This design comes from an exercise in tuning for small area, a short achievable clock period and few clock cycles per item on the open sky130 flow, not from production work. No functional check of the RTL was part of this run. Power figures rest on the tool's default switching activity, not on a simulated workload.

**design/flow/constraint.sdc**
```tcl
create_clock -name core_clock -period 7.0 [get_ports {clk}]
set_input_delay 1.4000 -clock core_clock [delete_from_list [all_inputs] [get_ports {clk}]]
set_output_delay 1.4000 -clock core_clock [all_outputs]
set_load 0.01 [all_outputs]
```
**design/flow/run.sh**
```bash
#!/bin/bash
# synth_recipe.tcl (not shown) runs the flow's synth.tcl, then flattens the netlist and writes it again
# the make line also repeats each setting of config.mk as NAME=value (left out here)
make -C /OpenROAD-flow-scripts/flow DESIGN_CONFIG=/design/flow/config.mk WORK_HOME=/design/flow/orfs CLKGATE_MAP_FILE= SYNTH_SCRIPT=/design/flow/synth_recipe.tcl finish
```
**design/flow/config.mk**
```make
export PLATFORM = sky130hd
export DESIGN_NAME = gf2m_fu
export DESIGN_NICKNAME = gf2m_fu
export VERILOG_FILES = /design/flow/design.v
export SDC_FILE = /design/flow/constraint.sdc
export NUM_CORES = 4
export LEC_CHECK = 0
export CAP_MARGIN = 20
export CORE_MARGIN = 2
export CORE_UTILIZATION = 40
export PLACE_DENSITY = 0.6
export SLEW_MARGIN = 20
```
**design/flow/design.v**
```verilog
module gf2m_fu (
    input  wire        clk,
    input  wire        rst,         
    input  wire        in_valid,
    output wire        in_ready,
    input  wire [2:0]  in_op,       
    input  wire [2:0]  in_pset,     
    input  wire [31:0] in_a,
    input  wire [31:0] in_b,
    output wire        out_valid,
    input  wire        out_ready,
    output wire [31:0] out_res,
    output wire [2:0]  out_err      
);
    localparam OP_ADD = 3'd1, OP_MUL = 3'd2, OP_SQ = 3'd3,
               OP_SQ4 = 3'd4, OP_INV = 3'd5, OP_DIV = 3'd6;
    localparam ERR_NONE = 3'd0, ERR_ILL = 3'd1, ERR_CFG = 3'd2, ERR_DOM = 3'd6;
    localparam S_IDLE = 2'd0, S_EXEC = 2'd1, S_DONE = 2'd2;
    localparam SRC_BASE = 3'd0, SRC_ACC = 3'd1, SRC_T1 = 3'd2,
               SRC_T2 = 3'd3, SRC_A = 3'd4, SRC_B = 3'd5;
    localparam DST_ACC = 2'd0, DST_T1 = 2'd1, DST_T2 = 2'd2;
    function [12:0] gf_mul;
        input [12:0] x;
        input [12:0] y;
        input        m13;
        reg   [24:0] p;
        integer i, k;
        begin
            p = 25'd0;
            for (i = 0; i < 13; i = i + 1)
                if (y[i]) p = p ^ ({12'd0, x} << i);
            if (m13) begin
                for (k = 24; k >= 13; k = k - 1)
                    if (p[k]) p = p ^ (25'h201B << (k - 13));
            end else begin
                for (k = 22; k >= 12; k = k - 1)
                    if (p[k]) p = p ^ (25'h1009 << (k - 12));
            end
            gf_mul = p[12:0];
        end
    endfunction
    reg [1:0]  state;
    reg [2:0]  op;
    reg        m13;
    reg [4:0]  step;
    reg [4:0]  nsteps;
    reg [12:0] ra, rb;        
    reg [12:0] acc, t1, t2;   
    reg [12:0] res;           
    reg [2:0]  err;
    reg        dom_err;       
    wire       in_fire  = in_valid && in_ready;
    wire       dec_ill  = (in_op == 3'd0) || (in_op == 3'd7);
    wire       dec_cfg  = (in_pset > 3'd4);
    wire       dec_m13  = (in_pset != 3'd0);
    wire       dec_bin  = (in_op == OP_ADD) || (in_op == OP_MUL) || (in_op == OP_DIV);
    wire       a_out    = dec_m13 ? (in_a[31:13] != 19'd0) : (in_a[31:12] != 20'd0);
    wire       b_out    = dec_m13 ? (in_b[31:13] != 19'd0) : (in_b[31:12] != 20'd0);
    wire       dec_dom  = a_out || (dec_bin && b_out);
    reg [4:0] dec_nsteps;
    always @(*) begin
        case (in_op)
            OP_ADD:  dec_nsteps = 5'd1;
            OP_MUL:  dec_nsteps = 5'd1;
            OP_SQ:   dec_nsteps = 5'd1;
            OP_SQ4:  dec_nsteps = 5'd2;
            OP_INV:  dec_nsteps = 5'd16;
            OP_DIV:  dec_nsteps = 5'd17;
            default: dec_nsteps = 5'd0;
        endcase
    end
    reg [2:0] src_x, src_y;
    reg [1:0] dst;
    always @(*) begin
        src_x = SRC_ACC;
        src_y = SRC_ACC;
        dst   = DST_ACC;
        case (op)
            OP_MUL: begin src_x = SRC_A; src_y = SRC_B; end
            OP_SQ:  begin src_x = SRC_A; src_y = SRC_A; end
            OP_SQ4: begin
                if (step == 5'd0) begin src_x = SRC_A; src_y = SRC_A; end
            end
            default: begin
                case (step)
                    5'd0:  begin src_x = SRC_BASE; src_y = SRC_BASE; end       
                    5'd1:  begin src_y = SRC_BASE; dst = DST_T1; end           
                    5'd2:  begin src_x = SRC_T1; src_y = SRC_T1; end           
                    5'd3:  ;                                                   
                    5'd4:  begin src_y = SRC_T1; dst = DST_T2; end             
                    5'd5:  begin src_x = SRC_T2; src_y = SRC_T2; end           
                    5'd6, 5'd7, 5'd8: ;                                        
                    5'd9:  src_y = SRC_T2;                                     
                    default: begin
                        if (m13) begin
                            if (step == 5'd14) src_y = SRC_T2;
                            if (step == 5'd16) begin src_x = SRC_A; end
                        end else begin
                            if (step == 5'd12) src_y = SRC_T1;
                            if (step == 5'd14) src_y = SRC_BASE;
                            if (step == 5'd16) begin src_x = SRC_A; end
                        end
                    end
                endcase
            end
        endcase
    end
    function [12:0] pick;
        input [2:0]  sel;
        input [12:0] base_v, acc_v, t1_v, t2_v, a_v, b_v;
        begin
            case (sel)
                SRC_BASE: pick = base_v;
                SRC_ACC:  pick = acc_v;
                SRC_T1:   pick = t1_v;
                SRC_T2:   pick = t2_v;
                SRC_A:    pick = a_v;
                default:  pick = b_v;
            endcase
        end
    endfunction
    wire [12:0] base = (op == OP_DIV) ? rb : ra;
    wire [12:0] mx   = pick(src_x, base, acc, t1, t2, ra, rb);
    wire [12:0] my   = pick(src_y, base, acc, t1, t2, ra, rb);
    wire [12:0] prod = gf_mul(mx, my, m13);
    wire        last_step = (step == nsteps - 5'd1);
    wire [12:0] step_res  = (op == OP_ADD) ? (ra ^ rb) : prod;
    always @(posedge clk) begin
        if (rst) begin
            state <= S_IDLE;
            res   <= 13'd0;
            err   <= ERR_NONE;
        end else begin
            case (state)
                S_IDLE: begin
                    if (in_fire) begin
                        op      <= in_op;
                        m13     <= dec_m13;
                        ra      <= in_a[12:0] & {dec_m13, 12'hFFF};
                        rb      <= in_b[12:0] & {dec_m13, 12'hFFF};
                        step    <= 5'd0;
                        nsteps  <= dec_nsteps;
                        dom_err <= dec_dom;
                        if (dec_ill) begin
                            err   <= ERR_ILL;
                            state <= S_DONE;
                        end else if (dec_cfg) begin
                            err   <= ERR_CFG;
                            state <= S_DONE;
                        end else begin
                            state <= S_EXEC;
                        end
                    end
                end
                S_EXEC: begin
                    case (dst)
                        DST_T1:  t1  <= prod;
                        DST_T2:  t2  <= prod;
                        default: acc <= prod;
                    endcase
                    step <= step + 5'd1;
                    if (last_step) begin
                        state <= S_DONE;
                        if (dom_err) begin
                            err <= ERR_DOM;
                        end else begin
                            err <= ERR_NONE;
                            res <= step_res;
                        end
                    end
                end
                default: begin
                    if (out_ready) state <= S_IDLE;
                end
            endcase
        end
    end
    assign in_ready  = (state == S_IDLE);
    assign out_valid = (state == S_DONE);
    assign out_res   = {19'd0, res};
    assign out_err   = err;
endmodule
```
==> impl_results.md <==
* Pwr Density at 537 mW/mm2
* Largest net degree at the start of global routing at 35
* CP Class: flop to flop
* GR Util met2 at 37.2%
* Worst hold-check path type: flop to flop
* R2r worst-path depth at 15
* Postcts setup bufs at 0
* Worst skew pair latency at 0.35 ns
* CTS tree: done
* Sw power at 2.52 mW
* Reg power frac at 21.2%
* Starting Density at 40.7%
* DRC at 0
* Drt total wl at 28600 um
* CP Data Arrival Time at 6.24 ns
* Status: complete, no violations
* Sink Count at 96
* RSZ-0062 raised after global routing: no
* Placeable Area at 0.0218 mm2
* Routing usage on met3 at 4.39%
* GRT Max-Usage Layer: met2
* Gr ovfl total at 0
* Slowest stage delay, CP at 0.73 ns
* Syn-to-layout area delta at 15.1%
* Count of final setup violators at 0
* Post-synth top flop: edfxtp_1
* GP Congestion at 0.987
* Chip height at 153 um
* Number of max-cap violations at 0
* Final setup margin at 1.05 ns
* Max IR drop VDD at 0.000470 V
* Setup crit start kind: flop
* Die area at 0.0234 mm2
* Hold buffer count at CTS at 0
* Comb pwr share at 70.1%
* Async S/R FF share, synth at 0%
* Final Hold Viols at 0
* Worst Path Max Fanout at 21
* # H-tree levels at 3
* Post-CTS Resized at 0
* Antenna fix cells at 0
* Final Instance Area at 0.0102 mm2
* Met1 global-route usage at 35.5%
* Power consumption at 5.49 mW
* Hold path depth at 2
* Worst Setup End Kind: flop
* FF+latch count, synth at 96
* Ys Warns at 1
* CP required at 7.29 ns
* Post-synth EDFFs at 78
* Port-buffer cells at 91
* Placed cell areas at 0.00991 mm2
* Final period util at 85.0%
* Max-slew violation count at 0
* Relative slew slack at 29.3%
* Detail Placement HPWL at 21800 um
* Clock slew at reported path FFs at 0.07 ns
* Rows at 54
* Total track usage at 24.3%
* Worst-path cell chain: nand2b_1, and4b_1, or3_1, a2bb2oi_1, o221ai_2, o21ai_1, xor2_1, xnor3_1, xnor3_1, xnor2_1, xnor2_1, nand2_1, xnor2_1, o211ai_1, a21oi_1
* Clock skew at 0.00796 ns
* Multi-input gate area at 0.00577 mm2
* Least-Margin Pin Slew at 1.06 ns
* Pre-CTS WS at 1.16 ns
* Post-DR wirelength/cell at 21.1 um
* Post-layout util at 46.8%
* Slowest cell on crit path: o221ai_2
* Root buf cell: clkbuf_16
* Sw Share at 45.8%
* # fillers at 2129
* Via count at 7622
* DR vias/cell at 5.62
* Vias in the first global route at 7297
* Period minus WS final at 5.95 ns
* FF/Latch Area at 0.00270 mm2
* Cell repeated most along the worst path: xnor2_1
* Int Pwr at 2.97 mW
* Iteration-0 DRC Markers at 1063
* TNS Setup at 0 ns
* Layout net count at 1153
* Avg Inst Size Synth at 8.74 um2
* Fraction of layout instances using a drive strength above 1 at 7.24%
* I/O pin count at 111
* Post-synthesis sequential area ratio at 30.5%
* Max Buffers Root-to-Sink at 2
* Clock power frac at 8.8%
* Antenna-violating nets left at 0
* Die Wd at 153 um
* Antenna violations before repair at 0
* Reg-to-reg slack, setup at 1.05 ns
* Leak at 3.78 nW
* Syn Inst Count at 1015
* Post-Synthesis Cell Area at 0.00887 mm2
* CTS buffer count at 9
* Synth unique cells at 89
* Max Clk Rate at 0.168 GHz
* First-pass GRT wire length at 44100 um
* TritonRoute pass-1 iters at 5
synth_stat cells, drive strengths merged, types with 8 or more instances:
library cell | n | area [um2]
nand2 | 191 | 717
xnor2 | 139 | 1220
nor2 | 97 | 385
edfxtp | 78 | 2340
a21oi | 49 | 253
buf | 48 | 320
mux2i | 38 | 380
xor2 | 31 | 287
clkbuf | 30 | 113
o21ai | 27 | 150
o211ai | 23 | 178
nor2b | 22 | 138
inv | 20 | 75.1
dfxtp | 18 | 360
xnor3 | 18 | 405
nand3 | 17 | 85.1
nand2b | 15 | 93.8
nor3 | 15 | 75.1
nor4 | 14 | 93.8
nor3b | 8 | 70.1
or2 | 8 | 50.1
sequential cells by signal, summed over array words and instances, names as in the netlist:
| signal | cells |
|---|---|
| t2 | 13 |
| op | 3 |
| dom_err | 1 |
| ra | 13 |
| state | 2 |
| res | 13 |
| acc | 13 |
| t1 | 13 |
| step | 5 |
| rb | 13 |
| err | 3 |
| m13 | 1 |
| nsteps | 3 |
area by class of cell:
class | instances | share of cell area (%)
multi-input combinational | 839 | 56.5
sequential | 96 | 26.5
timing repair buffer | 106 | 10.0
tap | 280 | 3.43
clock buffer | 9 | 2.21
inverter | 20 | 0.735
clock inverter | 7 | 0.649
power groups by stage:
stage                     registers (mW)  logic [mW]  clock network, mW
final                               1.16        3.85              0.481
after global placement              1.17        3.78                  0
after detailed placement            1.17        3.79                  0
after floorplan                     1.13        2.82                  0
after CTS                           1.16        3.82              0.487
after global routing                1.16        4.12              0.509
cell usage in the layout (no fill, tap or decap), types with 22 or more instances in the layout:
| cell type | synthesis | final |
|---|---|---|
| xor2_1 | 29 | 29 |
| xnor2_1 | 138 | 138 |
| nor2b_1 | 22 | 22 |
| mux2i_1 | 38 | 38 |
| o211ai_1 | 22 | 22 |
| nand2_1 | 191 | 191 |
| nor2_1 | 94 | 93 |
| a21oi_1 | 47 | 47 |
| edfxtp_1 | 78 | 78 |
| clkdlybuf4s50_1 | 0 | 91 |
worst max-delay path, delay by kind of cell, from the launching register on:
family,cells,cell delay (ns)
xor gates and xnor gates,6,1.93
and+or+nand+nor,4,1.76
AOI/OAI and AO/OA,5,1.53
DFF,1,0.65
final timing paths:
| kind | startpoint | end |
|---|---|---|
| worst min register to register | res[7]$_SDFFE_PP0P_ | res[7]$_SDFFE_PP0P_ |
| worst max-delay path | op[1]$_DFFE_PP_ | res[6]$_SDFFE_PP0P_ |
| worst min-delay path | res[7]$_SDFFE_PP0P_ | res[7]$_SDFFE_PP0P_ |
| worst max register to register | op[1]$_DFFE_PP_ | res[6]$_SDFFE_PP0P_ |
per-stage QoR:
stage / std cells / hold slack, ns
6_report: 1357 / 0.460
5_1_grt: 1357 / 0.482
4_1_cts: 1357 / 0.462
3_5_place_dp: 1341 / 0.444
3_3_place_gp: 1340 / 0.446
2_1_floorplan: 1033 / 0.467
per-layer routing:
layer | vias up | share of wire (%)
li1 | 3589 | -
met1 | 3605 | 45
met2 | 397 | 44
met3 | 31 | 9.4
met4 | 0 | 1.7
met5 | - | 0
logic make-up after synthesis:
group | Yosys count | share of synthesized area (%)
simple gates | 421 | 22.2
xor+xnor | 190 | 22.1
compound gates | 162 | 13.9
buf+inv | 98 | 5.72
flops | 96 | 30.5
mux | 40 | 4.54
fa+ha+maj | 7 | 0.987
other cells | 1 | 0.0423

==> re-timing with driven ports <==
The flow's constraints put no driver on any port. The routed layout listed below was extracted and timed again, unchanged, in two steps.
Step 1 assumes that a clkbuf_16 drives the clock port and a buf_2 every other input.
Step 2 moves the port delays by t, midway between the first and last clock arrival at a register: inputs arrive t later, outputs are due t later. That takes back most of the time a late clock gives input paths.
a / b / c = ideal ports / drivers / drivers and shift; a / b = the first two.
t, ns: 0.386
setup WS [ns]: 1.048 / 1.048 / 1.048
clock arrival spread, ns: 0.008 / 0.008
After both steps this run still meets setup and hold. For this run, drivers alone change the setup slack by 0.000 ns; drivers and shift together by 0.000 ns.
